This is an optimization exercise on Yosys and OpenROAD, whose aim is small area, a short achievable clock period and few clock cycles, not a production implementation.
The RTL was checked by simulation tests, not by an equivalence proof against the original design.
No activity file was given, so power comes from the tool's default toggle rates.

==> flow/design.v <==
module frame_rx (
    input  wire        clk,
    input  wire        rst,
    input  wire        cmd_valid,
    output wire        cmd_ready,
    input  wire [15:0] cmd_word,
    input  wire [7:0]  rx_avail,
    input  wire        rx_err,
    input  wire        rx_valid,
    input  wire [7:0]  rx_data,
    output wire        rx_ready,
    output reg         rsp_valid,
    output reg  [1:0]  rsp_status,
    output reg  [31:0] rsp_data,
    output reg         ev_valid,
    output reg         ev_hdr,
    output reg  [7:0]  ev_port,
    output reg  [7:0]  ev_data
);
    localparam [7:0] HM0 = 8'hA5, HM1 = 8'h5A;
    localparam [7:0] TM0 = 8'hC3, TM1 = 8'h3C;
    localparam [15:0] CRC_MAGIC = 16'hDBFA;    
    localparam [1:0] ST_OK = 2'd0, ST_IO_ERROR = 2'd1, ST_ILLEGAL = 2'd2;
    localparam [1:0] R_SYNC = 2'd0, R_HDR = 2'd1, R_BODY = 2'd2;
    function [15:0] crc_byte(input [15:0] c, input [7:0] d);
        integer k;
        reg [15:0] x;
        begin
            x = c ^ {8'h00, d};
            for (k = 0; k < 8; k = k + 1)
                x = x[0] ? ((x >> 1) ^ 16'hA001) : (x >> 1);
            crc_byte = x;
        end
    endfunction
    function [31:0] inc32(input [31:0] c, input ci);
        integer g, b;
        reg cy, run;
        begin
            run = ci;
            for (g = 0; g < 4; g = g + 1) begin
                cy = run;
                for (b = 0; b < 8; b = b + 1) begin
                    inc32[8*g+b] = c[8*g+b] ^ cy;
                    cy = c[8*g+b] & cy;
                end
                run = run & (&c[8*g +: 8]);
            end
        end
    endfunction
    function [31:0] add7(input [31:0] c, input [6:0] a);
        reg [7:0] lo;
        reg [31:0] up;
        begin
            lo = {1'b0, c[6:0]} + {1'b0, a};
            up = inc32({7'd0, c[31:7]}, lo[7]);
            add7 = {up[24:0], lo[6:0]};
        end
    endfunction
    reg        busy;           
    reg        rd_act;         
    reg [6:0]  rd_left;
    reg        clr_pend, reg_pend;
    reg [7:0]  reg_arg;
    reg [6:0]  free_r;         
    reg        rx_vq;
    reg [7:0]  rx_q;
    reg [7:0]  mem [0:63];
    reg [6:0]  wr;             
    reg [6:0]  cur;            
    reg [6:0]  head;           
    reg        behind;         
    reg        cb_ok;          
    reg [7:0]  cb;
    reg [1:0]  rs;
    reg        hold, hold_a5;  
    reg [5:0]  off;            
    reg        sz_bad;
    reg [5:0]  h_size;
    reg [7:0]  h_port;
    reg [15:0] h_crc;
    reg [15:0] crc;
    reg [5:0]  rem;            
    reg        h5;             
    reg        t0_r, last_r;   
    reg        t0_ok, crc_ok;
    reg        tr_a5;          
    reg        m_found;        
    reg [6:0]  m_pos;
    reg [5:0]  m_off;          
    reg        port_ok;
    reg        q_valid;
    reg [5:0]  q_ptr, q_size;
    reg [7:0]  q_port;
    reg [5:0]  d_ptr, d_left;
    reg        d_busy;         
    reg        pre_hdr;        
    reg        i_msgs, i_crc, i_size, i_trl, i_norx;
    reg [6:0]  a_drop, a_bytes;
    reg [31:0] ctr_rcv_msgs, ctr_rcv_bytes, ctr_dropped, ctr_crc_err;
    reg [31:0] ctr_size_err, ctr_trailer_err, ctr_no_receiver;
    reg [255:0] port_reg;
    wire [7:0] arg = cmd_word[15:8];
    wire is_process  = (cmd_word == 16'h0001);
    wire is_register = (cmd_word[7:0] == 8'h02);
    wire is_read     = (cmd_word[7:0] == 8'h03) && (arg < 8'd7);
    wire is_clear    = (cmd_word == 16'h0004);
    wire [6:0] take  = ({1'b0, rx_avail} < {1'b0, free_r}) ? rx_avail[6:0] : free_r;
    assign cmd_ready = !busy;
    assign rx_ready  = rd_act;
    wire [31:0] n_msgs  = clr_pend ? 32'd0 : inc32(ctr_rcv_msgs, i_msgs);
    wire [31:0] n_bytes = clr_pend ? 32'd0 : add7(ctr_rcv_bytes, a_bytes);
    wire [31:0] n_drop  = clr_pend ? 32'd0 : add7(ctr_dropped, a_drop);
    wire [31:0] n_crc   = clr_pend ? 32'd0 : inc32(ctr_crc_err, i_crc);
    wire [31:0] n_size  = clr_pend ? 32'd0 : inc32(ctr_size_err, i_size);
    wire [31:0] n_trl   = clr_pend ? 32'd0 : inc32(ctr_trailer_err, i_trl);
    wire [31:0] n_norx  = clr_pend ? 32'd0 : inc32(ctr_no_receiver, i_norx);
    wire [31:0] rd_drop = inc32(ctr_dropped, a_drop[0]);
    reg [31:0] ctr_sel;
    always @(*) begin
        case (arg[2:0])
            3'd0: ctr_sel = ctr_rcv_msgs;
            3'd1: ctr_sel = ctr_rcv_bytes;
            3'd2: ctr_sel = rd_drop;
            3'd3: ctr_sel = ctr_crc_err;
            3'd4: ctr_sel = ctr_size_err;
            3'd5: ctr_sel = ctr_trailer_err;
            default: ctr_sel = ctr_no_receiver;
        endcase
    end
    wire [7:0] bin  = behind ? cb : rx_q;
    wire       have = behind ? cb_ok : rx_vq;
    wire b_a5 = (bin == HM0);
    wire b_5a = (bin == HM1);
    wire b_c3 = (bin == TM0);
    wire b_3c = (bin == TM1);
    wire f_last   = last_r;
    wire hdr_end  = h5;
    wire stall    = f_last && q_valid && d_busy;
    wire step     = have && !stall;
    wire tr_ok    = t0_ok && b_3c;
    wire ok_frame = f_last && tr_ok && crc_ok;
    wire fail     = (hdr_end && sz_bad) || (f_last && !(tr_ok && crc_ok));
    wire pair_now = tr_a5 && b_5a;
    wire found    = m_found || pair_now;
    wire [6:0] k  = m_found ? m_pos : (cur - 7'd1);
    wire push     = step && ok_frame && port_ok && !pre_hdr;
    wire jump     = step && fail && m_found;      
    wire disp_idle = !d_busy && !q_valid;
    wire hdr_now  = push && disp_idle;            
    wire hdr_go   = q_valid && !d_busy;           
    wire [15:0] crc_d   = crc_byte(crc, ((rs == R_HDR) && off[2]) ? 8'h00 : bin);
    wire [15:0] crc_trl = crc_byte(crc_byte(crc, TM0), TM1);
    wire [6:0] head_n = !step ? head :
                        (rs == R_SYNC) ? ((hold && hold_a5 && b_5a) ? head : cur) :
                        fail ? (found ? k : cur) :
                        ok_frame ? cur + 7'd1 : head;
    wire [6:0] c_next = cur + {6'd0, step};
    wire [6:0] w_next = wr + {6'd0, rx_vq};
    wire [6:0] c_ra   = cur + {6'd0, behind && cb_ok};
    wire [5:0] raddr  = d_busy ? d_ptr : c_ra[5:0];
    wire [7:0] rdata  = mem[raddr];
    wire behind_next  = jump || (c_next != w_next);
    wire [5:0] dl_next = d_busy ? d_left - 6'd1 :
                         hdr_go ? q_size :
                         hdr_now ? h_size : 6'd0;
    wire q_next   = (push && !disp_idle) || (q_valid && d_busy);
    wire pre_ok    = !behind && rx_vq && !stall && t0_r && b_c3 &&
                     (crc_trl == h_crc) && port_ok && disp_idle;
    wire early_hdr = pre_ok && rd_act && rx_valid && (rx_data == TM1);
    wire calm_next = rx_vq ? (!stall && ((rs == R_SYNC) || (rs == R_HDR && !off[2]) ||
                                         (rs == R_BODY && !t0_r && !last_r)))
                           : ((rs == R_SYNC) || (rs == R_HDR && !h5) ||
                              (rs == R_BODY && !last_r));
    wire early_fin = busy && rd_act && rx_valid && (rd_left == 7'd1) && !behind &&
                     calm_next && !q_next && (dl_next == 6'd0);
    wire fin = busy && !rd_act && !behind_next && !q_next && (dl_next == 6'd0);
    always @(posedge clk) begin
        if (rx_vq)
            mem[wr[5:0]] <= rx_q;
    end
    always @(posedge clk) begin
        rx_q <= rx_data;
        port_ok <= port_reg[h_port];
        reg_arg <= arg;
        if (!(behind && cb_ok && !step)) begin
            if (c_ra == wr)
                cb <= rx_q;
            else
                cb <= rdata;
        end
    end
    always @(posedge clk) begin
        if (rst) begin
            busy <= 1'b0;
            free_r <= 7'd64;
            rd_act <= 1'b0;
            rd_left <= 7'd0;
            clr_pend <= 1'b0;
            reg_pend <= 1'b0;
            rx_vq <= 1'b0;
            wr <= 7'd0;
            cur <= 7'd0;
            head <= 7'd0;
            behind <= 1'b0;
            cb_ok <= 1'b0;
            rs <= R_SYNC;
            hold <= 1'b0;
            h5 <= 1'b0;
            t0_r <= 1'b0;
            last_r <= 1'b0;
            q_valid <= 1'b0;
            d_left <= 6'd0;
            d_busy <= 1'b0;
            pre_hdr <= 1'b0;
            i_msgs <= 1'b0;
            i_crc <= 1'b0;
            i_size <= 1'b0;
            i_trl <= 1'b0;
            i_norx <= 1'b0;
            a_drop <= 7'd0;
            a_bytes <= 7'd0;
            ctr_rcv_msgs <= 32'd0;
            ctr_rcv_bytes <= 32'd0;
            ctr_dropped <= 32'd0;
            ctr_crc_err <= 32'd0;
            ctr_size_err <= 32'd0;
            ctr_trailer_err <= 32'd0;
            ctr_no_receiver <= 32'd0;
            port_reg <= 256'd0;
            rsp_valid <= 1'b0;
            rsp_status <= 2'd0;
            rsp_data <= 32'd0;
            ev_valid <= 1'b0;
            ev_hdr <= 1'b0;
            ev_port <= 8'd0;
            ev_data <= 8'd0;
        end else begin
            rsp_valid <= 1'b0;
            ev_valid <= 1'b0;
            ev_hdr <= 1'b0;
            clr_pend <= 1'b0;
            reg_pend <= 1'b0;
            free_r <= 7'd64 - (w_next - ((step && rs == R_SYNC && !(hold && hold_a5 && b_5a)) ?
                                         cur : head));
            if (reg_pend)
                port_reg[reg_arg] <= 1'b1;
            i_msgs <= 1'b0;
            i_crc <= 1'b0;
            i_size <= 1'b0;
            i_trl <= 1'b0;
            i_norx <= 1'b0;
            a_drop <= 7'd0;
            a_bytes <= 7'd0;
            ctr_rcv_msgs <= n_msgs;
            ctr_rcv_bytes <= n_bytes;
            ctr_dropped <= n_drop;
            ctr_crc_err <= n_crc;
            ctr_size_err <= n_size;
            ctr_trailer_err <= n_trl;
            ctr_no_receiver <= n_norx;
            if (!busy) begin
                if (cmd_valid) begin
                    rsp_data <= 32'd0;
                    rsp_status <= ST_OK;
                    if (is_process) begin
                        if (rx_err) begin
                            rsp_status <= ST_IO_ERROR;
                            rsp_valid <= 1'b1;
                        end else begin
                            busy <= 1'b1;
                            rd_left <= take;
                            rd_act <= (take != 7'd0);
                        end
                    end else if (is_register) begin
                        reg_pend <= 1'b1;
                        rsp_valid <= 1'b1;
                    end else if (is_read) begin
                        rsp_data <= ctr_sel;
                        rsp_valid <= 1'b1;
                    end else if (is_clear) begin
                        clr_pend <= 1'b1;
                        rsp_valid <= 1'b1;
                    end else begin
                        rsp_status <= ST_ILLEGAL;
                        rsp_valid <= 1'b1;
                    end
                end
            end else if (fin || early_fin) begin
                busy <= 1'b0;
                rsp_valid <= 1'b1;
            end
            rx_vq <= rd_act && rx_valid;
            if (rd_act && rx_valid) begin
                rd_left <= rd_left - 7'd1;
                if (rd_left == 7'd1)
                    rd_act <= 1'b0;
            end
            wr <= w_next;
            behind <= behind_next;
            cb_ok <= behind_next && !jump && (behind && cb_ok && !step || !d_busy);
            d_left <= dl_next;
            d_busy <= (dl_next != 6'd0);
            q_valid <= q_next;
            pre_hdr <= early_hdr;
            if (d_busy) begin
                ev_valid <= 1'b1;
                ev_data <= rdata;
                d_ptr <= d_ptr + 6'd1;
            end else if (hdr_go) begin
                ev_valid <= 1'b1;
                ev_hdr <= 1'b1;
                ev_port <= q_port;
                ev_data <= {2'b00, q_size};
                d_ptr <= q_ptr;
            end else if (hdr_now || early_hdr) begin
                ev_valid <= 1'b1;
                ev_hdr <= 1'b1;
                ev_port <= h_port;
                ev_data <= {2'b00, h_size};
                d_ptr <= head[5:0] + 6'd6;
            end
            if (early_hdr) begin
                d_left <= h_size;
                d_busy <= (h_size != 6'd0);
            end
            if (push && !disp_idle) begin
                q_ptr <= head[5:0] + 6'd6;
                q_size <= h_size;
                q_port <= h_port;
            end
            cur <= c_next;
            head <= head_n;
            if (step) begin
                if (rs == R_SYNC) begin
                    if (hold && hold_a5 && b_5a) begin
                        rs <= R_HDR;
                        hold <= 1'b0;
                        off <= 6'd2;
                        crc <= CRC_MAGIC;
                        tr_a5 <= 1'b0;
                        m_found <= 1'b0;
                    end else begin
                        if (hold)
                            a_drop <= 7'd1;
                        hold <= 1'b1;
                        hold_a5 <= b_a5;
                    end
                end else begin
                    off <= off + 6'd1;
                    h5 <= (rs == R_HDR) && (off == 6'd4);
                    crc <= crc_d;
                    tr_a5 <= b_a5;
                    if (!m_found && pair_now) begin
                        m_found <= 1'b1;
                        m_pos <= cur - 7'd1;
                        m_off <= off - 6'd1;
                    end
                    if (rs == R_HDR) begin
                        case (off[1:0])
                            2'd2: begin
                                sz_bad <= (bin > 8'd56);
                                h_size <= bin[5:0];
                            end
                            2'd3: h_port <= bin;
                            2'd0: h_crc[7:0] <= bin;
                            default: h_crc[15:8] <= bin;
                        endcase
                        if (hdr_end && !sz_bad) begin
                            rs <= R_BODY;
                            rem <= h_size + 6'd2;
                            t0_r <= (h_size == 6'd0);
                        end
                    end else begin
                        rem <= rem - 6'd1;
                        t0_r <= (rem == 6'd3);
                        last_r <= (rem == 6'd2);
                        if (t0_r) begin
                            t0_ok <= b_c3;
                            crc_ok <= (crc_trl == h_crc);
                        end
                    end
                    if (fail || ok_frame) begin
                        h5 <= 1'b0;
                        t0_r <= 1'b0;
                        last_r <= 1'b0;
                    end
                    if (fail) begin
                        i_size <= hdr_end;
                        i_trl <= f_last && !tr_ok;
                        i_crc <= f_last && tr_ok;
                        if (found) begin
                            a_drop <= {1'b0, m_found ? m_off : off - 6'd1};
                            cur <= k + 7'd2;
                            rs <= R_HDR;
                            off <= 6'd2;
                            crc <= CRC_MAGIC;
                            tr_a5 <= 1'b0;
                            m_found <= 1'b0;
                        end else begin
                            a_drop <= {1'b0, off};
                            hold <= 1'b1;
                            hold_a5 <= b_a5;
                            rs <= R_SYNC;
                        end
                    end else if (ok_frame) begin
                        i_msgs <= 1'b1;
                        a_bytes <= {1'b0, h_size} + 7'd8;
                        i_norx <= !port_ok;
                        rs <= R_SYNC;
                        hold <= 1'b0;
                    end
                end
            end
        end
    end
endmodule
==> flow/flow/run.sh <==
#!/bin/bash
set -euo pipefail
bash standard.sh SETUP_SLACK_MARGIN=6.7 finish > std_flow.log 2>&1
==> flow/standard.sh <==
#!/bin/bash
# synth_recipe.tcl (not shown) runs the flow's synth.tcl, then flattens the netlist and writes it again
# the make line also repeats each setting of config.mk as NAME=value (left out here)
make -C /OpenROAD-flow-scripts/flow DESIGN_CONFIG=/design/flow/config.mk WORK_HOME=/design/flow/orfs CLKGATE_MAP_FILE= SYNTH_SCRIPT=/design/flow/synth_recipe.tcl "${@:-finish}"
==> flow/config.mk <==
export PLATFORM = sky130hd
export DESIGN_NAME = frame_rx
export DESIGN_NICKNAME = frame_rx
export VERILOG_FILES = /design/flow/design.v
export SDC_FILE = /design/flow/constraint.sdc
export NUM_CORES = 4
export LEC_CHECK = 0
export CAP_MARGIN = 20
export CORE_MARGIN = 2
export CORE_UTILIZATION = 55
export PLACE_DENSITY = 0.7
export SETUP_SLACK_MARGIN = 5
export SLEW_MARGIN = 20
export TNS_END_PERCENT = 100
==> flow/constraint.sdc <==
create_clock -name core_clock -period 10.0 [get_ports {clk}]
set_input_delay 2.0000 -clock core_clock [delete_from_list [all_inputs] [get_ports {clk}]]
set_output_delay 2.0000 -clock core_clock [all_outputs]
set_load 0.01 [all_outputs]
==> results of run 1 <==
## cell usage after synthesis (20+ instances only)
library cell,instances
and2_1,204
mux2i_1,133
clkbuf_1,181
ha_1,266
a21oi_1,346
a21o_1,21
nor3_1,76
xnor2_1,103
mux2_2,28
inv_1,65
nor2_1,584
a211oi_1,23
nor2b_1,23
nand2b_1,22
dfxtp_1,625
nand2_1,225
mux4_2,190
buf_1,20
nor4_1,22
buf_2,33
and3_1,22
nand4_1,49
edfxtp_1,623
o22ai_1,49
o21ai_0,64
nand3_1,84
a221oi_1,20
xor2_1,65
a22oi_1,35
## metal layers
layer,share of wire,track usage
met3,0.088,0.0555
met2,0.47,0.474
met1,0.39,0.387
met4,0.048,0.130
met5,0.000086,0
## through the flow
step,instance area (um^2),worst slack [ns],utilization,cells,hold WS [ns]
2_1_floorplan,54600,6.15,-,4441,0.406
3_3_place_gp,56400,4.87,0.575,5615,0.439
3_5_place_dp,56500,4.85,0.575,5616,0.443
4_1_cts,62700,6.38,0.639,5952,0.451
5_1_grt,64100,6.21,0.653,5996,0.481
6_report,64100,6.40,0.653,5996,0.455
## power groups by stage
stage / sequential (mW) / clock [mW] / combinational [mW]
3_3_place_gp: 5.54 / 0 / 0.755
2_1_floorplan: 5.52 / 0 / 0.521
4_1_cts: 5.40 / 5.06 / 0.942
6_report: 5.40 / 5.02 / 1.04
5_1_grt: 5.40 / 5.28 / 1.07
3_5_place_dp: 5.54 / 0 / 0.761
## worst max path at each step
stage | to | slack, ns | depth (start not counted)
after floorplan | rd_left[0] | 6.15 | 8
after global placement | rsp_data[27] | 4.87 | 11
after detailed placement | rsp_data[27] | 4.85 | 11
after CTS | free_r[6] | 6.38 | 16
after global routing | free_r[6] | 6.21 | 17
final | free_r[6] | 6.40 | 16
## area by class of cell
type	instances	area [um^2]
timing repair inverter	2	12.5
clock buffer	175	3680
tap	1287	1610
inverter	67	264
timing repair buffer	278	3220
fill	7148	34100
clock inverter	62	741
sequential	1248	31400
multi-input combinational	2877	23200
## worst register-to-register path, delay by kind of cell (launching register included)
kind,cells,cell delay (ns)
AO/OA/AOI/OAI,4,0.81
XOR/XNOR,2,0.27
adder cells (fa/ha/maj),2,0.47
buffers and inverters,1,0.15
flip-flops,1,0.46
multiplexers,1,0.30
AND/OR/NAND/NOR,6,0.99
## logic make-up after synthesis
group | after synthesis
buffers and inverters | 318
DFF | 1248
muxes | 353
adders and majority gates | 270
and+or+nand+nor | 1376
AOI/OAI and AO/OA | 702
xor gates and xnor gates | 174
## what timing repair did
action,4_1_cts,5_1_grt
gates cloned,18,7
pin swaps,50,62
resized for setup,496,162
setup buffers,81,36
endpoints found under the setup margin,347,300
==> impl_metrics.json, run 1 <==
{
  "status": "finished clean",
  "worstPathCellList": "and3b_1, o211ai_1, nor3_4, and3_4, nand2b_4, nor2_4, buf_6, mux2_4, ha_4, ha_4, a21o_1, a21o_1, a21oi_2, xnor2_1, xnor2_1, nand2_1",
  "io_buffers": 91,
  "gp_congestion": 0.909,
  "timing.rr.end": "free_r[6]",
  "async_flop_share": 0,
  "endpoint_kind": "flip-flop",
  "comb_power_share": 0.090,
  "io_pins": 92,
  "start_kind": "flip-flop",
  "post-route-period-util": 0.360,
  "clk_pin_slew_worst_paths_ns": 0.06,
  "crit_buf_inv": 1,
  "clk-insertion-delay-late_ns": 0.77,
  "synthAdderAreaFrac": 0.0626,
  "layout_common_cells": "edfxtp_1 (623), nor2_1 (562), dfxtp_1 (562)",
  "slowest_delay_ns": 0.46,
  "rr_worst_depth": 16,
  "synth_top_family_by_area": "simple AND/OR/NAND/NOR gates",
  "clockBufferDepth": 3,
  "synth_mux_area_frac": 0.110,
  "drv_cap": 0,
  "p_per_area_mw_per_mm2": 179,
  "largest_reg_flops": 512,
  "p_switching_mw": 2.71,
  "reg2reg_setup_slack_ns": 6.40,
  "synth-simple-area-share": 0.119,
  "diodes": 0,
  "crit_start": "cb[1]",
  "grt_overflow": 0,
  "finalNetCount": 4912,
  "synth_compound_area_frac": 0.0795,
  "drt-total-wl_um": 152000,
  "htreeDepth": 4,
  "dp_hpwl_um": 89000,
  "p_sw_frac": 0.236,
  "whs_endpoint": "head[6]",
  "yosysWarnings": 1,
  "viasPerCell": 6.21,
  "yosysTopAreaCell": "edfxtp_1",
  "setup_violations": 0,
  "antenna_found_initial": 1,
  "die_y_um": 318,
  "clockRootBuffer": "clkbuf_16",
  "rr_startpoint": "cb[1]",
  "ctsHoldBuffers": 0,
  "finalMaxSlewViolations": 0,
  "num_vias": 37200,
  "worstPathRequired_ns": 10.61,
  "drtAntennaViolNets": 0,
  "initial_utilization": 0.553,
  "synth_top_flop_cell": "dfxtp_1",
  "synth-xor-area-share": 0.0295,
  "drt-initial-drc-count": 3773,
  "yosys.area.top_type_share": 0.345,
  "syn_avg_cell_area_um2": 12.2,
  "track_usage": 0.293,
  "grt_max_degree": 202,
  "firstDrtPassIters": 8,
  "seqPwrFrac": 0.472,
  "grt_pass1_wl_um": 226000,
  "final_hold_viol_count": 0,
  "slowest_stage": "edfxtp_1",
  "tns_ns": 0,
  "maxSlewHeadroom": 0.288,
  "wl_per_cell_um": 25.3,
  "period_needed_ns": 3.60,
  "cts_inserted_buffers": 132,
  "grt_pass1_vias": 36200,
  "die_x_um": 318,
  "clock_power_share": 0.438,
  "synthDistinctLibCells": 95,
  "core_area_mm2": 0.0981,
  "ys_seq_elements": 1248,
  "synth_area_leaders": "edfxtp_1 (34%), dfxtp_1 (23%), mux4_2 (7.9%), ha_1 (6.1%), nor2_1 (4.0%)",
  "max_freq_ghz": 0.278,
  "cts_sinks": 1248,
  "worstSetupPathType": "flip-flop to flip-flop",
  "internal_power_mw": 8.75,
  "synth_seq_area_share": 0.575,
  "dieArea_mm2": 0.101,
  "cp_top_family": "simple AND/OR/NAND/NOR gates",
  "total_power_mw": 11.5,
  "cts_tree": "yes",
  "worstMarginPinSlew_ns": 1.06,
  "rsz0062_at_grt": "true",
  "p_leak_nw": 24.1,
  "syn2layout_area_growth_pct": 18.0,
  "drive_gt1_frac": 0.207,
  "ir_worst_vdd_uv": 147,
  "fin_skew_ns": 0.0320,
  "hp-class": "flip-flop to flip-flop",
  "worstHoldStart": "head[6]",
  "crit_fanout": 8,
  "drcViolationCount": 0,
  "syn-num-nets": 4747,
  "crit_arrival_ns": 4.22,
  "synth_edf_count": 623,
  "synthCells": 4441,
  "row_count": 115,
  "syn_area_mm2": 0.0543,
  "layout.cells.most_common": "edfxtp_1",
  "whs_path_depth": 2
}
Testbench counts, summed over its fixed seeds: cycles 46,051.
==> run 2, diff against run 1 <==
--- a/flow/design.v
+++ b/flow/design.v
@@ -57,6 +57,7 @@
         end
     endfunction
     reg        busy;           
+    reg        cmd_rdy;        
     reg        rd_act;         
     reg [6:0]  rd_left;
     reg        clr_pend, reg_pend;
@@ -105,7 +106,7 @@
     wire is_read     = (cmd_word[7:0] == 8'h03) && (arg < 8'd7);
     wire is_clear    = (cmd_word == 16'h0004);
     wire [6:0] take  = ({1'b0, rx_avail} < {1'b0, free_r}) ? rx_avail[6:0] : free_r;
-    assign cmd_ready = !busy;
+    assign cmd_ready = cmd_rdy;
     assign rx_ready  = rd_act;
     wire [31:0] n_msgs  = clr_pend ? 32'd0 : inc32(ctr_rcv_msgs, i_msgs);
     wire [31:0] n_bytes = clr_pend ? 32'd0 : add7(ctr_rcv_bytes, a_bytes);
@@ -192,6 +193,7 @@
     always @(posedge clk) begin
         if (rst) begin
             busy <= 1'b0;
+            cmd_rdy <= 1'b1;
             free_r <= 7'd64;
             rd_act <= 1'b0;
             rd_left <= 7'd0;
@@ -240,8 +242,8 @@
             ev_hdr <= 1'b0;
             clr_pend <= 1'b0;
             reg_pend <= 1'b0;
-            free_r <= 7'd64 - (w_next - ((step && rs == R_SYNC && !(hold && hold_a5 && b_5a)) ?
-                                         cur : head));
+            free_r <= (step && rs == R_SYNC && !(hold && hold_a5 && b_5a)) ?
+                      7'd64 - (w_next - cur) : 7'd64 - (w_next - head);
             if (reg_pend)
                 port_reg[reg_arg] <= 1'b1;
             i_msgs <= 1'b0;
@@ -268,6 +270,7 @@
                             rsp_valid <= 1'b1;
                         end else begin
                             busy <= 1'b1;
+                            cmd_rdy <= 1'b0;
                             rd_left <= take;
                             rd_act <= (take != 7'd0);
                         end
@@ -287,6 +290,7 @@
                 end
             end else if (fin || early_fin) begin
                 busy <= 1'b0;
+                cmd_rdy <= 1'b1;
                 rsp_valid <= 1'b1;
             end
             rx_vq <= rd_act && rx_valid;
--- a/flow/config.mk
+++ b/flow/config.mk
@@ -8,6 +8,8 @@
 export CAP_MARGIN = 20
 export CORE_MARGIN = 2
 export CORE_UTILIZATION = 55
+export CTS_CLUSTER_DIAMETER = 120
+export CTS_CLUSTER_SIZE = 24
 export PLACE_DENSITY = 0.7
 export SETUP_SLACK_MARGIN = 5
 export SLEW_MARGIN = 20
==> impl_metrics.json, run 2 <==
{
  "status": "finished clean",
  "gp_congestion": 0.880,
  "firstDrtPassIters": 6,
  "fill_cells": 7475,
  "synth_top_family_by_area": "multiplexers",
  "antenna_found_initial": 3,
  "row_count": 115,
  "hp-class": "flip-flop to flip-flop",
  "async_flop_share": 0,
  "drive_gt1_frac": 0.199,
  "die_y_um": 319,
  "syn_avg_cell_area_um2": 12.3,
  "drt-initial-drc-count": 4248,
  "grt_use_met1": 0.406,
  "use_met2": 0.426,
  "clk_pin_slew_worst_paths_ns": 0.10,
  "synth_seq_area_share": 0.572,
  "ctsHoldBuffers": 0,
  "worstPathCellList": "and2_4, ha_4, nor2b_4, a21oi_4, buf_12, buf_12, buf_16, mux4_2, mux2i_2, mux2i_1, mux2i_1, mux2i_1, mux2_2",
  "layout.cells.most_common": "edfxtp_1",
  "crit_fanout": 7,
  "fin_skew_ns": 0.0312,
  "drv_cap": 0,
  "grt_max_degree": 125,
  "synthAdderAreaFrac": 0.0651,
  "grt_overflow": 0,
  "stdcell_count": 5825,
  "worstPathRequired_ns": 10.48,
  "synth_common_cells": "dfxtp_1 (626), edfxtp_1 (623), nor2_1 (570)",
  "cp_top_family": "multiplexers",
  "grt_pass1_wl_um": 215000,
  "met3_usage": 0.0445,
  "endpoint_kind": "flip-flop",
  "slowest_stage": "mux4_2",
  "clockBufferDepth": 3,
  "synthDistinctLibCells": 83,
  "viasPerCell": 6.30,
  "synth_area_leaders": "edfxtp_1 (34%), dfxtp_1 (23%), mux4_2 (8.1%), ha_1 (6.3%), nor2_1 (3.9%)",
  "synth_most_common_cell": "dfxtp_1",
  "synth-simple-area-share": 0.111,
  "top_usage_layer": "met2",
  "io_buffers": 91,
  "synth-xor-area-share": 0.0303,
  "finalMaxSlewViolations": 0,
  "post-route-period-util": 0.340,
  "dieArea_mm2": 0.102,
  "yosysWarnings": 1,
  "tns_ns": 0,
  "start_kind": "flip-flop",
  "final_util": 0.628,
  "wl_per_cell_um": 25.2,
  "synth_mux_area_frac": 0.117,
  "yosys.area.top_type_share": 0.343,
  "rsz0062_at_grt": "true",
  "syn2layout_area_growth_pct": 13.2,
  "largest_reg_flops": 512,
  "synth_edf_count": 623,
  "htreeDepth": 2,
  "ir_worst_vdd_uv": 144,
  "dp.cells": 5596,
  "track_usage": 0.276,
  "dp_hpwl_um": 88500,
  "core_area_mm2": 0.0984,
  "finalNetCount": 4822,
  "maxSlewHeadroom": 0.240,
  "drtAntennaViolNets": 0,
  "grt_pass1_vias": 34700,
  "syn-num-nets": 4744,
  "p_leak_nw": 22.7,
  "clockRootBuffer": "clkbuf_16",
  "cp_common_cell": "mux2i_1",
  "io_pins": 92,
  "synth_compound_area_frac": 0.0808,
  "max_freq_ghz": 0.294,
  "synth_top_flop_cell": "dfxtp_1",
  "cts_inserted_buffers": 58,
  "cts_tree": "yes",
  "num_vias": 36700,
  "clk-insertion-delay-late_ns": 0.72,
  "setup_violations": 0,
  "yosysTopAreaCell": "edfxtp_1",
  "worstSetupPathType": "flip-flop to flip-flop",
  "syn_area_mm2": 0.0546,
  "drcViolationCount": 0,
  "crit_arrival_ns": 3.88,
  "final_hold_viol_count": 0,
  "die_x_um": 319,
  "ys_seq_elements": 1249,
  "slowest_delay_ns": 0.54,
  "layout_common_cells": "edfxtp_1 (623), dfxtp_1 (544), nor2_1 (541)",
  "cts_sinks": 1249,
  "worstMarginPinSlew_ns": 1.14,
  "synthCells": 4426,
  "initial_utilization": 0.555,
  "p_per_area_mw_per_mm2": 149,
  "period_needed_ns": 3.40,
  "crit_buf_inv": 3,
  "drt-total-wl_um": 147000
}
run 2: changes by cell type in the layout (fill, tap and decap cells not counted), sizes merged, moves of 14 or more:
cell | previous run | this run
o221ai | 11 | 37
bufinv | 14 | 0
clkbuf | 183 | 108
a21oi | 346 | 392
nand2 | 226 | 149
buf | 242 | 223
o31ai | 16 | 2
nand3 | 84 | 53
mux2i | 135 | 151
clkinv | 39 | 5
run 2: repair_timing:
item,in CTS,in global routing
setup endpoints to repair,384,355
gates resized for setup,509,216
pin swaps,59,70
gates cloned,20,11
buffers inserted,57,47
run 2: final cells by class:
cell class	instances	area, um^2	share of cell area
Clock buffer	90	1590	0.0258
Inverter	66	262	0.00423
Multi-Input combinational cell	2853	23800	0.385
Antenna cell	1	2.50	0.0000405
Sequential cell	1249	31400	0.508
Clock inverter	3	62.6	0.00101
Timing Repair Buffer	276	3060	0.0496
Tap cell	1287	1610	0.0261
run 2: stage by stage:
step / hold slack (ns) / instance area, um^2 / power, mW / setup WS (ns)
4_1_cts: 0.453 / 60100 / 9.12 / 6.60
2_1_floorplan: 0.408 / 54900 / 6.05 / 6.15
6_report: 0.446 / 61800 / 9.21 / 6.60
3_3_place_gp: 0.428 / 56700 / 6.30 / 5.11
3_5_place_dp: 0.427 / 56700 / 6.31 / 5.08
5_1_grt: 0.470 / 61800 / 9.44 / 6.54
run 2: worst paths after layout:
path                            cells past startpoint       end  startpoint  slack (ns)
worst min-delay path                                0  q_ptr[0]     head[0]        0.45
worst max register to register                     13     cb[6]      behind        6.60
worst min register to register                      0  q_ptr[0]     head[0]        0.45
worst max-delay path                               13     cb[6]      behind        6.60
run 2: metal layers:
metal  up-vias  wire, um  part of all wire
li1      16400         -                 -
met3       268     13600             0.093
met4         2      4260             0.029
met5         -        12          0.000082
met1     18300     62200              0.42
met2      1757     66500              0.45
run 2: power breakdown:
| group | total [mW] | switching, mW | internal (mW) | leakage [nW] |
|---|---|---|---|---|
| combinational | 1.07 | 0.631 | 0.438 | 11.2 |
| clock | 2.74 | 1.63 | 1.11 | 0.789 |
| sequential | 5.40 | 0.0263 | 5.37 | 10.7 |
run 2: kinds of logic after synthesis:
family | Yosys count
mux | 388
compound gates | 732
buf+inv | 328
simple gates | 1263
fa+ha+maj | 282
xor+xnor | 184
flops | 1249
Testbench counts of run 2, summed over its fixed seeds: cycles 46,051.
==> run 3, diff against run 2 <==
--- a/flow/design.v
+++ b/flow/design.v
@@ -37,13 +37,13 @@
         reg cy, run;
         begin
             run = ci;
-            for (g = 0; g < 4; g = g + 1) begin
+            for (g = 0; g < 8; g = g + 1) begin
                 cy = run;
-                for (b = 0; b < 8; b = b + 1) begin
-                    inc32[8*g+b] = c[8*g+b] ^ cy;
-                    cy = c[8*g+b] & cy;
+                for (b = 0; b < 4; b = b + 1) begin
+                    inc32[4*g+b] = c[4*g+b] ^ cy;
+                    cy = c[4*g+b] & cy;
                 end
-                run = run & (&c[8*g +: 8]);
+                run = run & (&c[4*g +: 4]);
             end
         end
     endfunction
@@ -72,6 +72,7 @@
     reg        behind;         
     reg        cb_ok;          
     reg [7:0]  cb;
+    reg [6:0]  ra_c;           
     reg [1:0]  rs;
     reg        hold, hold_a5;  
     reg [5:0]  off;            
@@ -157,10 +158,11 @@
                         ok_frame ? cur + 7'd1 : head;
     wire [6:0] c_next = cur + {6'd0, step};
     wire [6:0] w_next = wr + {6'd0, rx_vq};
-    wire [6:0] c_ra   = cur + {6'd0, behind && cb_ok};
-    wire [5:0] raddr  = d_busy ? d_ptr : c_ra[5:0];
+    wire [5:0] raddr  = d_busy ? d_ptr : ra_c[5:0];
     wire [7:0] rdata  = mem[raddr];
     wire behind_next  = jump || (c_next != w_next);
+    wire cb_ok_next   = behind_next && !jump && (behind && cb_ok && !step || !d_busy);
+    wire [6:0] cur_n  = (step && fail && found) ? k + 7'd2 : c_next;
     wire [5:0] dl_next = d_busy ? d_left - 6'd1 :
                          hdr_go ? q_size :
                          hdr_now ? h_size : 6'd0;
@@ -184,7 +186,7 @@
         port_ok <= port_reg[h_port];
         reg_arg <= arg;
         if (!(behind && cb_ok && !step)) begin
-            if (c_ra == wr)
+            if (ra_c == wr)
                 cb <= rx_q;
             else
                 cb <= rdata;
@@ -205,6 +207,7 @@
             head <= 7'd0;
             behind <= 1'b0;
             cb_ok <= 1'b0;
+            ra_c <= 7'd0;
             rs <= R_SYNC;
             hold <= 1'b0;
             h5 <= 1'b0;
@@ -301,7 +304,8 @@
             end
             wr <= w_next;
             behind <= behind_next;
-            cb_ok <= behind_next && !jump && (behind && cb_ok && !step || !d_busy);
+            cb_ok <= cb_ok_next;
+            ra_c <= cur_n + {6'd0, behind_next && cb_ok_next};
             d_left <= dl_next;
             d_busy <= (dl_next != 6'd0);
             q_valid <= q_next;
==> impl_metrics.json, run 3 <==
{
  "hp-class": "flip-flop to flip-flop",
  "cts_inserted_buffers": 58,
  "grt_max_degree": 213,
  "whs_endpoint": "rsp_data[6]",
  "worstSetupPathType": "primary input to flip-flop",
  "syn_area_mm2": 0.0554,
  "yosys.area.top_type_share": 0.338,
  "synth-xor-area-share": 0.0338,
  "dieArea_mm2": 0.103,
  "post-place-ws_ns": 5.07,
  "drtAntennaViolNets": 0,
  "endpoint_kind": "flip-flop",
  "setup_violations": 0,
  "crit_fanout": 5,
  "async_flop_share": 0,
  "dp.cells": 5848,
  "initial_utilization": 0.554,
  "internal_power_mw": 6.75,
  "final_util": 0.608,
  "synthDistinctLibCells": 88,
  "clk-insertion-delay-late_ns": 0.72,
  "synth_mux_area_frac": 0.106,
  "worstHoldStart": "rsp_data[6]",
  "worstPathRequired_ns": 10.57,
  "antenna_found_initial": 1,
  "status": "finished clean",
  "num_vias": 37400,
  "drv_cap": 0,
  "maxSlewHeadroom": 0.232,
  "yosysTopAreaCell": "edfxtp_1",
  "finalMaxSlewViolations": 0,
  "layout_common_cells": "edfxtp_1 (623), nor2_1 (601), dfxtp_1 (561)",
  "regArea_mm2": 0.0315,
  "synth_common_cells": "dfxtp_1 (633), edfxtp_1 (623), nor2_1 (615)",
  "rr_startpoint": "d_busy",
  "clk_pin_slew_worst_paths_ns": 0.09,
  "ys_seq_elements": 1256,
  "timing.rr.end": "ra_c[6]",
  "fin_ws_ns": 6.53,
  "max_freq_ghz": 0.288,
  "p_leak_nw": 22.4,
  "fill_cells": 7826,
  "drt-total-wl_um": 145000,
  "yosysWarnings": 1,
  "seqPwrFrac": 0.617,
  "reg2reg_setup_slack_ns": 6.57,
  "worstMarginPinSlew_ns": 1.15,
  "stdcell_count": 6032,
  "drt-initial-drc-count": 3903,
  "synth_area_leaders": "edfxtp_1 (34%), dfxtp_1 (23%), mux4_2 (7.4%), ha_1 (5.6%), nor2_1 (4.2%)",
  "grt_overflow": 0,
  "gp_congestion": 0.871,
  "p_switching_mw": 2.05,
  "p_sw_frac": 0.233,
  "synth_edf_count": 623,
  "fin_skew_ns": 0.0598,
  "synth_compound_area_frac": 0.0862,
  "largest_reg_flops": 512,
  "p_per_area_mw_per_mm2": 145,
  "rsz0062_at_grt": "true",
  "io_pins": 92,
  "row_count": 116,
  "finalNetCount": 4990,
  "final_hold_viol_count": 0,
  "slowest_stage": "or4_4",
  "htreeDepth": 2,
  "clockRootBuffer": "clkbuf_16",
  "syn-num-nets": 4972,
  "cts_tree": "yes",
  "viasPerCell": 6.20,
  "clock_power_share": 0.307,
  "rr_worst_depth": 20,
  "track_usage": 0.271,
  "wl_per_cell_um": 24.0,
  "start_kind": "primary input",
  "core_area_mm2": 0.100,
  "firstDrtPassIters": 6,
  "synthAdderAreaFrac": 0.0572,
  "slowest_delay_ns": 0.56,
  "grt_pass1_wl_um": 215000,
  "whs_path_depth": 2,
  "layout.cells.most_common": "edfxtp_1",
  "total_power_mw": 8.80,
  "post-route-period-util": 0.347,
  "tns_ns": 0,
  "synth_top_family_by_area": "simple AND/OR/NAND/NOR gates",
  "ctsHoldBuffers": 0,
  "multi_input_area_mm2": 0.0235,
  "synth_seq_area_share": 0.566,
  "synthCells": 4684,
  "period_needed_ns": 3.47,
  "drcViolationCount": 0,
  "clockBufferDepth": 3,
  "ir_worst_vdd_uv": 163,
  "dp_hpwl_um": 91400,
  "grt_pass1_vias": 35300,
  "worstPathCellList": "buf_6, or4_4, nor4b_4, nand3_4, or3_4, nand2_2, o21ai_1, a21oi_1, o22ai_1",
  "io_buffers": 91,
  "synth-simple-area-share": 0.123,
  "comb_power_share": 0.076,
  "syn_avg_cell_area_um2": 11.8,
  "crit_arrival_ns": 4.03,
  "die_y_um": 321,
  "syn2layout_area_growth_pct": 9.75,
  "synth_top_flop_cell": "dfxtp_1",
  "die_x_um": 321,
  "synth_most_common_cell": "dfxtp_1",
  "drive_gt1_frac": 0.147,
  "cts_sinks": 1256
}
==> run 3: cell count changes after synthesis, sizes merged, moves of 24 or more <==
cell / before / now
ha: 277 / 247
and2: 217 / 184
inv: 64 / 88
nand2: 149 / 254
nor2: 572 / 616
xnor2: 114 / 149
nand3: 53 / 87
==> run 3: stage by stage <==
stage	hold slack (ns)	area (um^2)
after floorplan	0.424	55800
after global placement	0.442	57600
after detailed placement	0.449	57600
after CTS	0.459	60300
after global routing	0.465	60800
final	0.455	60800
==> run 3: power groups by stage <==
stage          Sequential, mW  Combinational (mW)  Clock [mW]
2_1_floorplan            5.54               0.394           0
3_3_place_gp             5.56               0.579           0
3_5_place_dp             5.56               0.585           0
4_1_cts                  5.43               0.638        2.75
5_1_grt                  5.43               0.710        2.92
6_report                 5.43               0.671        2.70
==> run 3: cells by family after synthesis <==
family | count (synthesis)
AO/OA/AOI/OAI | 786
XOR/XNOR | 207
multiplexers | 357
buffers and inverters | 370
adder cells (fa/ha/maj) | 251
AND/OR/NAND/NOR | 1457
flip-flops | 1256
==> run 3: cell type report <==
class                   count  area share
flip-flops and latches   1256       0.518
multi-input cells        3065       0.386
repair buffers            232      0.0363
well taps                1298      0.0267
clock buffers              89      0.0261
inverters                  89     0.00570
clock inverters             2    0.000411
diodes                      1   0.0000411
==> run 3: layer usage <==
metal,vias to the layer above,track usage,part of all wire
met3,263,0.0382,0.081
met5,-,0,0.000090
li1,17100,-,-
met4,2,0.0953,0.037
met1,18500,0.376,0.41
met2,1544,0.438,0.47
==> run 3: how the worst max path moves through the flow <==
stage	startpoint	endpoint	slack, ns	depth (start not counted)
after global routing	rx_vq	ra_c[6]	6.44	20
after floorplan	cmd_word[13]	rd_left[2]	6.09	9
final	cmd_word[15]	rd_left[2]	6.53	9
after detailed placement	rx_valid	ev_port[1]	5.07	9
after global placement	cmd_word[13]	rd_left[2]	5.18	9
after CTS	behind	ra_c[6]	6.52	16
==> run 3: worst max-delay path, delay by kind of cell <==
kind                   cells  cell delay, ns
and+or+nand+nor            5            1.62
AOI/OAI and AO/OA          3            0.31
buffers and inverters      1            0.09
==> run 3: repair_timing <==
action,4_1_cts,5_1_grt
setup buffers,54,24
pin swaps,33,24
setup endpoints to repair,307,243
resized for setup,426,80
gates cloned,8,6
Testbench counts of run 3, summed over its fixed seeds: cycles 46,051.
==> run 4, diff against run 3 <==
--- a/flow/design.v
+++ b/flow/design.v
@@ -116,13 +116,12 @@
     wire [31:0] n_size  = clr_pend ? 32'd0 : inc32(ctr_size_err, i_size);
     wire [31:0] n_trl   = clr_pend ? 32'd0 : inc32(ctr_trailer_err, i_trl);
     wire [31:0] n_norx  = clr_pend ? 32'd0 : inc32(ctr_no_receiver, i_norx);
-    wire [31:0] rd_drop = inc32(ctr_dropped, a_drop[0]);
     reg [31:0] ctr_sel;
     always @(*) begin
         case (arg[2:0])
             3'd0: ctr_sel = ctr_rcv_msgs;
             3'd1: ctr_sel = ctr_rcv_bytes;
-            3'd2: ctr_sel = rd_drop;
+            3'd2: ctr_sel = ctr_dropped;
             3'd3: ctr_sel = ctr_crc_err;
             3'd4: ctr_sel = ctr_size_err;
             3'd5: ctr_sel = ctr_trailer_err;
@@ -170,9 +169,9 @@
     wire pre_ok    = !behind && rx_vq && !stall && t0_r && b_c3 &&
                      (crc_trl == h_crc) && port_ok && disp_idle;
     wire early_hdr = pre_ok && rd_act && rx_valid && (rx_data == TM1);
-    wire calm_next = rx_vq ? (!stall && ((rs == R_SYNC) || (rs == R_HDR && !off[2]) ||
+    wire calm_next = rx_vq ? (!stall && ((rs == R_HDR && !off[2]) ||
                                          (rs == R_BODY && !t0_r && !last_r)))
-                           : ((rs == R_SYNC) || (rs == R_HDR && !h5) ||
+                           : ((rs == R_SYNC && !hold) || (rs == R_HDR && !h5) ||
                               (rs == R_BODY && !last_r));
     wire early_fin = busy && rd_act && rx_valid && (rd_left == 7'd1) && !behind &&
                      calm_next && !q_next && (dl_next == 6'd0);
==> impl_metrics.json, run 4 <==
{
  "worstMarginPinSlew_ns": 1.20,
  "comb_power_share": 0.101,
  "grt_pass1_wl_um": 212000,
  "cts_tree": "yes",
  "cts_inserted_buffers": 58,
  "final_hold_viol_count": 0,
  "clk_pin_slew_worst_paths_ns": 0.10,
  "drtAntennaViolNets": 0,
  "synth_edf_count": 623,
  "dp.cells": 5875,
  "syn-num-nets": 4990,
  "drcViolationCount": 0,
  "max_freq_ghz": 0.278,
  "internal_power_mw": 6.86,
  "status": "finished clean",
  "ir_worst_vdd_uv": 181,
  "setup_violations": 0,
  "drv_cap": 0,
  "grt_overflow": 0,
  "syn_avg_cell_area_um2": 11.6,
  "clk-insertion-delay-late_ns": 0.75,
  "track_usage": 0.267,
  "yosysWarnings": 1,
  "clock_power_share": 0.300,
  "regArea_mm2": 0.0315,
  "dieArea_mm2": 0.103,
  "initial_utilization": 0.553,
  "gp_congestion": 0.887,
  "clockRootBuffer": "clkbuf_16",
  "dp_hpwl_um": 90900,
  "p_per_area_mw_per_mm2": 151,
  "num_vias": 37100,
  "clockBufferDepth": 3,
  "io_pins": 92,
  "multi_input_area_mm2": 0.0229,
  "drt-total-wl_um": 141000,
  "crit_fanout": 7,
  "endpoint_kind": "flip-flop",
  "syn2layout_area_growth_pct": 9.50,
  "grt_max_degree": 179,
  "finalMaxSlewViolations": 0,
  "fin_hold_ws_ns": 0.470,
  "syn_area_mm2": 0.0550,
  "worstPathCellList": "buf_6, or4_4, nor4b_4, nand3_2, or3_4, nor2_4, a21oi_2, a22oi_1, o22ai_1",
  "p_leak_nw": 22.2,
  "synth_most_common_cell": "dfxtp_1",
  "largest_reg_flops": 512,
  "start_kind": "primary input",
  "hp-class": "flip-flop to flip-flop",
  "stdcell_count": 6050,
  "fill_cells": 7917,
  "post-place-ws_ns": 4.78,
  "die_y_um": 320,
  "yosysTopAreaCell": "edfxtp_1",
  "layout_common_cells": "edfxtp_1 (623), nor2_1 (604), dfxtp_1 (576)",
  "maxSlewHeadroom": 0.202,
  "synthCells": 4725,
  "tns_ns": 0,
  "crit_arrival_ns": 4.18,
  "io_buffers": 91,
  "htreeDepth": 2,
  "drt-initial-drc-count": 3937,
  "async_flop_share": 0,
  "antenna_found_initial": 2,
  "wl_per_cell_um": 23.3,
  "row_count": 116,
  "firstDrtPassIters": 6,
  "drive_gt1_frac": 0.138,
  "fin_ws_ns": 6.40,
  "finalNetCount": 4982,
  "rsz0062_at_grt": "true",
  "synth_top_flop_cell": "dfxtp_1",
  "cts_sinks": 1256,
  "p_sw_frac": 0.244,
  "seqPwrFrac": 0.599,
  "synthDistinctLibCells": 87,
  "ys_seq_elements": 1256,
  "period_needed_ns": 3.60,
  "slowest_delay_ns": 0.62,
  "synth_area_leaders": "edfxtp_1 (34%), dfxtp_1 (23%), mux4_2 (7.2%), ha_1 (5.1%), nor2_1 (4.2%)",
  "slowest_stage": "or4_4",
  "synth_seq_area_share": 0.570,
  "worstPathRequired_ns": 10.59,
  "yosys.area.top_type_share": 0.340,
  "p_switching_mw": 2.21,
  "post-route-period-util": 0.360,
  "cp_top_family": "simple AND/OR/NAND/NOR gates",
  "layout.cells.most_common": "edfxtp_1",
  "grt_pass1_vias": 35400,
  "synth_common_cells": "dfxtp_1 (633), edfxtp_1 (623), nor2_1 (622)",
  "die_x_um": 320,
  "core_area_mm2": 0.0996,
  "worstSetupPathType": "primary input to flip-flop",
  "viasPerCell": 6.13,
  "crit_buf_inv": 1,
  "fin_skew_ns": 0.0678,
  "diodes": 0
}
run 4: cell count changes after synthesis, sizes merged, moves of 9 or more:
cell and change:
nand3 +29, a211oi +17, a221oi +9, nor2b +12, a22oi -27, clkbuf +31
nor3 -12, buf -15, nor4 -10, nand2 +81, ha -23
run 4: worst register-to-register path: cells and delay by family, from the launching register on:
family	cells	cell delay, ns
and+or+nand+nor	2	0.27
buffers and inverters	2	0.35
DFF	1	0.41
AOI/OAI and AO/OA	6	2.08
run 4: worst paths after layout:
kind                               startpoint            end  slack (ns)  depth (start not counted)
worst max-delay path             cmd_word[15]     rd_left[2]        6.40                          9
worst min-delay path            port_reg[200]  port_reg[200]        0.47                          2
worst max register to register         d_busy          cb[2]        6.66                         10
worst min register to register  port_reg[200]  port_reg[200]        0.47                          2
run 4: cell type report:
| type | instances | area share |
|---|---|---|
| multi-input combinational | 3082 | 0.380 |
| inverter | 92 | 0.00592 |
| tap | 1298 | 0.0270 |
| timing repair buffer | 226 | 0.0368 |
| clock inverter | 5 | 0.00189 |
| clock buffer | 90 | 0.0261 |
| timing repair inverter | 1 | 0.0000831 |
| sequential | 1256 | 0.523 |
run 4: cell families after synthesis:
family                     after synthesis  synth area share
AOI/OAI and AO/OA                      745            0.0815
xor gates and xnor gates               201            0.0333
adders and majority gates              229            0.0526
buffers and inverters                  389            0.0278
DFF                                   1256             0.570
muxes                                  338             0.102
and+or+nand+nor                       1567             0.132
run 4: layer usage:
metal,track usage,share of wire,up-vias
met5,0,0,-
met4,0.0844,0.034,0
met3,0.0257,0.064,241
met2,0.437,0.48,1380
met1,0.379,0.43,18500
li1,-,-,17000
run 4: metrics by stage:
stage          power [mW]  instance area, um^2   util
2_1_floorplan        6.10                55300      -
3_3_place_gp         6.36                57100  0.573
3_5_place_dp         6.37                57100  0.573
4_1_cts              9.08                59600  0.598
5_1_grt              9.34                60200  0.605
6_report             9.07                60200  0.605
run 4: power groups by stage:
stage	combinational (mW)	sequential [mW]	clock, mW
6_report	0.912	5.44	2.72
5_1_grt	0.964	5.44	2.94
4_1_cts	0.873	5.44	2.77
3_5_place_dp	0.818	5.55	0
3_3_place_gp	0.809	5.55	0
2_1_floorplan	0.545	5.56	0
run 4: repair_timing:
item / 4_1_cts / 5_1_grt
hold buffers: 0 / 0
cloned: 8 / 6
resized for setup: 451 / 65
setup buffers: 34 / 32
pin swaps: 25 / 17
setup endpoints to repair: 451 / 311
Testbench counts of run 4, summed over its fixed seeds: cycles 46,077.
==> run 5, diff against run 4 <==
--- a/flow/design.v
+++ b/flow/design.v
@@ -60,8 +60,8 @@
     reg        cmd_rdy;        
     reg        rd_act;         
     reg [6:0]  rd_left;
-    reg        clr_pend, reg_pend;
-    reg [7:0]  reg_arg;
+    reg        clr_pend;
+    reg [15:0] reg_hi, reg_lo;  
     reg [6:0]  free_r;         
     reg        rx_vq;
     reg [7:0]  rx_q;
@@ -109,6 +109,7 @@
     wire [6:0] take  = ({1'b0, rx_avail} < {1'b0, free_r}) ? rx_avail[6:0] : free_r;
     assign cmd_ready = cmd_rdy;
     assign rx_ready  = rd_act;
+    integer pi;
     wire [31:0] n_msgs  = clr_pend ? 32'd0 : inc32(ctr_rcv_msgs, i_msgs);
     wire [31:0] n_bytes = clr_pend ? 32'd0 : add7(ctr_rcv_bytes, a_bytes);
     wire [31:0] n_drop  = clr_pend ? 32'd0 : add7(ctr_dropped, a_drop);
@@ -183,7 +184,7 @@
     always @(posedge clk) begin
         rx_q <= rx_data;
         port_ok <= port_reg[h_port];
-        reg_arg <= arg;
+        reg_lo <= 16'd1 << arg[3:0];
         if (!(behind && cb_ok && !step)) begin
             if (ra_c == wr)
                 cb <= rx_q;
@@ -199,7 +200,7 @@
             rd_act <= 1'b0;
             rd_left <= 7'd0;
             clr_pend <= 1'b0;
-            reg_pend <= 1'b0;
+            reg_hi <= 16'd0;
             rx_vq <= 1'b0;
             wr <= 7'd0;
             cur <= 7'd0;
@@ -243,11 +244,12 @@
             ev_valid <= 1'b0;
             ev_hdr <= 1'b0;
             clr_pend <= 1'b0;
-            reg_pend <= 1'b0;
+            reg_hi <= 16'd0;
             free_r <= (step && rs == R_SYNC && !(hold && hold_a5 && b_5a)) ?
                       7'd64 - (w_next - cur) : 7'd64 - (w_next - head);
-            if (reg_pend)
-                port_reg[reg_arg] <= 1'b1;
+            for (pi = 0; pi < 256; pi = pi + 1)
+                if (reg_hi[pi / 16] && reg_lo[pi % 16])
+                    port_reg[pi] <= 1'b1;
             i_msgs <= 1'b0;
             i_crc <= 1'b0;
             i_size <= 1'b0;
@@ -263,6 +265,7 @@
             ctr_trailer_err <= n_trl;
             ctr_no_receiver <= n_norx;
             if (!busy) begin
+                rd_left <= take;       
                 if (cmd_valid) begin
                     rsp_data <= 32'd0;
                     rsp_status <= ST_OK;
@@ -273,11 +276,10 @@
                         end else begin
                             busy <= 1'b1;
                             cmd_rdy <= 1'b0;
-                            rd_left <= take;
                             rd_act <= (take != 7'd0);
                         end
                     end else if (is_register) begin
-                        reg_pend <= 1'b1;
+                        reg_hi <= 16'd1 << arg[7:4];
                         rsp_valid <= 1'b1;
                     end else if (is_read) begin
                         rsp_data <= ctr_sel;
==> impl_metrics.json, run 5 <==
{
  "post-route-period-util": 0.344,
  "wl_per_cell_um": 24.3,
  "synth_edf_count": 623,
  "die_x_um": 324,
  "ir_worst_vdd_uv": 137,
  "firstDrtPassIters": 6,
  "syn_avg_cell_area_um2": 11.1,
  "drt-total-wl_um": 157000,
  "synthDistinctLibCells": 88,
  "num_vias": 40500,
  "synth_common_cells": "nor2_1 (821), dfxtp_1 (656), edfxtp_1 (623)",
  "io_pins": 92,
  "worstPathRequired_ns": 10.65,
  "rsz0062_at_grt": "true",
  "drtAntennaViolNets": 0,
  "clockRootBuffer": "clkbuf_16",
  "final_util": 0.615,
  "max_freq_ghz": 0.291,
  "synth_area_leaders": "edfxtp_1 (33%), dfxtp_1 (23%), nor2_1 (5.5%), mux4_2 (5.0%), ha_1 (4.9%)",
  "dp_hpwl_um": 97900,
  "drcViolationCount": 0,
  "dieArea_mm2": 0.105,
  "fin_skew_ns": 0.0201,
  "syn-num-nets": 5340,
  "reg2reg_setup_slack_ns": 6.56,
  "io_buffers": 91,
  "maxSlewHeadroom": 0.233,
  "final_cell_area_mm2": 0.0626,
  "drive_gt1_frac": 0.141,
  "cts_inserted_buffers": 59,
  "initial_utilization": 0.554,
  "hp-class": "flip-flop to flip-flop",
  "synthCells": 5079,
  "drv_cap": 0,
  "drt-initial-drc-count": 5138,
  "clk_pin_slew_worst_paths_ns": 0.10,
  "gp_congestion": 0.916,
  "viasPerCell": 6.26,
  "layout.cells.most_common": "nor2_1",
  "whs_path_depth": 2,
  "status": "finished clean",
  "cts_tree": "yes",
  "grt_overflow": 0,
  "clk-insertion-delay-late_ns": 0.73,
  "rr_worst_depth": 12,
  "start_kind": "flip-flop",
  "tns_ns": 0,
  "crit_arrival_ns": 4.08,
  "yosys.area.top_type_share": 0.331,
  "worstMarginPinSlew_ns": 1.15,
  "row_count": 117,
  "p_leak_nw": 22.8,
  "period_needed_ns": 3.44,
  "track_usage": 0.287,
  "largest_reg_flops": 512,
  "p_per_area_mw_per_mm2": 150,
  "yosysTopAreaCell": "edfxtp_1",
  "ys_seq_elements": 1279,
  "finalMaxSlewViolations": 0,
  "core_area_mm2": 0.102,
  "htreeDepth": 2,
  "yosysWarnings": 1,
  "grt_max_degree": 118,
  "setup_violations": 0,
  "layout_common_cells": "nor2_1 (805), edfxtp_1 (623), dfxtp_1 (587)",
  "final_hold_viol_count": 0,
  "synth_seq_area_share": 0.564,
  "die_y_um": 324,
  "synth_most_common_cell": "nor2_1",
  "grt_pass1_wl_um": 234000,
  "syn_area_mm2": 0.0565,
  "synth_top_flop_cell": "dfxtp_1",
  "worstSetupPathType": "flip-flop to flip-flop",
  "crit_fanout": 57,
  "antenna_found_initial": 2,
  "grt_pass1_vias": 38200,
  "clockBufferDepth": 3,
  "endpoint_kind": "flip-flop",
  "total_power_mw": 9.37,
  "cts_sinks": 1279,
  "ctsHoldBuffers": 0,
  "place_area_mm2": 0.0586,
  "async_flop_share": 0,
  "syn2layout_area_growth_pct": 10.8,
  "finalNetCount": 5330
}
[run 5: cell types whose count changed in the layout (fill, tap and decap cells not counted), moves of 51 or more]
cell and delta:
a22oi_1 +52, nor2_1 +201, nand3_1 -66, o21ai_0 +54, nand2_1 -107, mux4_2 -51
[run 5: routing by layer]
metal	share of wire	up-vias	track usage
met2	0.44	2004	0.432
met1	0.42	19900	0.420
met3	0.10	299	0.0583
met5	0.000076	-	0.00181
li1	-	18300	-
met4	0.030	2	0.0832
[run 5: final cells by class]
| class | instances | area [um^2] |
|---|---|---|
| Antenna cell | 1 | 2.50 |
| Clock buffer | 91 | 1620 |
| Clock inverter | 5 | 68.8 |
| Fill cell | 8184 | 39300 |
| Inverter | 115 | 453 |
| Multi-Input combinational cell | 3357 | 24100 |
| Sequential cell | 1279 | 32000 |
| Tap cell | 1368 | 1710 |
| Timing Repair Buffer | 257 | 2650 |
[run 5: worst paths after layout]
| kind | start | endpoint |
|---|---|---|
| max | d_busy | ev_data[4] |
| min | rsp_status[0] | rsp_status[0] |
| max reg2reg | d_busy | ev_data[4] |
| min reg2reg | rsp_status[0] | rsp_status[0] |
[run 5: kinds of logic after synthesis]
group	Yosys count	synth area share
XOR/XNOR	199	0.0316
multiplexers	260	0.0744
flip-flops	1279	0.564
adder cells (fa/ha/maj)	225	0.0503
AND/OR/NAND/NOR	1639	0.134
buffers and inverters	451	0.0309
AO/OA/AOI/OAI	1026	0.115
[run 5: what timing repair did]
| item | in CTS | in global routing |
|---|---|---|
| setup buffers | 74 | 31 |
| setup endpoints to repair | 635 | 297 |
| pin swaps | 35 | 29 |
| resized for setup | 489 | 108 |
| gates cloned | 12 | 8 |
[run 5: per-stage QoR]
step           instances  hold slack [ns]  worst slack (ns)
6_report            6473            0.462              6.56
5_1_grt             6472            0.484              6.43
4_1_cts             6433            0.461              6.59
3_5_place_dp        6251            0.449              4.68
3_3_place_gp        6250            0.441              4.71
2_1_floorplan       5079            0.408              6.28
[run 5: worst max-delay path, cell delays in order (launching register included)]
cell and delay [ns]:
dfxtp_4 0.39, buf_4 0.13, buf_12 0.15, buf_4 0.22, mux2i_4 0.34, buf_16 0.31
nor2_1 0.10, o21ba_2 0.22, o32ai_1 0.49, o211ai_1 0.24, nor4_4 0.30, a41oi_1 0.19
o2bb2ai_1 0.19
[run 5: where the power goes]
part           switching [mW]  internal, mW  leakage (nW)
Sequential             0.0447          5.49          10.9
Combinational           0.682         0.372          11.0
Clock                    1.65          1.13         0.810
Testbench counts of run 5, summed over its fixed seeds: cycles 46,077.

afterwards: timing with drivers on the ports:
The flow's constraints put no driver on any port. The routed layouts listed below were extracted and timed again, unchanged, in two steps.
Step 1, drivers: a clkbuf_16 drives clk and a buf_2 each remaining input, both assumed.
Step 2 times the ports against the registers' clock, not the clock port: input delays grow and output delays shrink by t, the midpoint of the rising clock arrivals with the driver on.
Three values: no drivers, after step 1, after step 2; two values: the first two.
run	t, ns	slack for setup (ns)	worst hold slack (ns)	latest minus earliest clock arrival (ns)	slew at the worst register clock pin (ns)
run 1	0.822	6.399 / 6.399 / 5.813	0.455 / 0.455 / 0.455	0.033 / 0.033	0.07 / 0.07
run 2	0.776	6.597 / 6.597 / 5.958	0.446 / 0.446 / 0.446	0.040 / 0.039	0.11 / 0.11
run 3	0.768	6.534 / 6.566 / 5.803	0.455 / 0.455 / 0.455	0.068 / 0.068	0.11 / 0.11
run 4	0.790	6.402 / 6.442 / 5.651	0.470 / 0.470 / 0.470	0.077 / 0.077	0.11 / 0.11
run 5	0.800	6.561 / 6.561 / 5.865	0.462 / 0.462 / 0.462	0.021 / 0.021	0.11 / 0.11
After both steps every run listed still meets setup and hold. For run 4, which loses most, drivers alone change the setup slack by +0.040 ns; drivers and shift together by -0.751 ns.
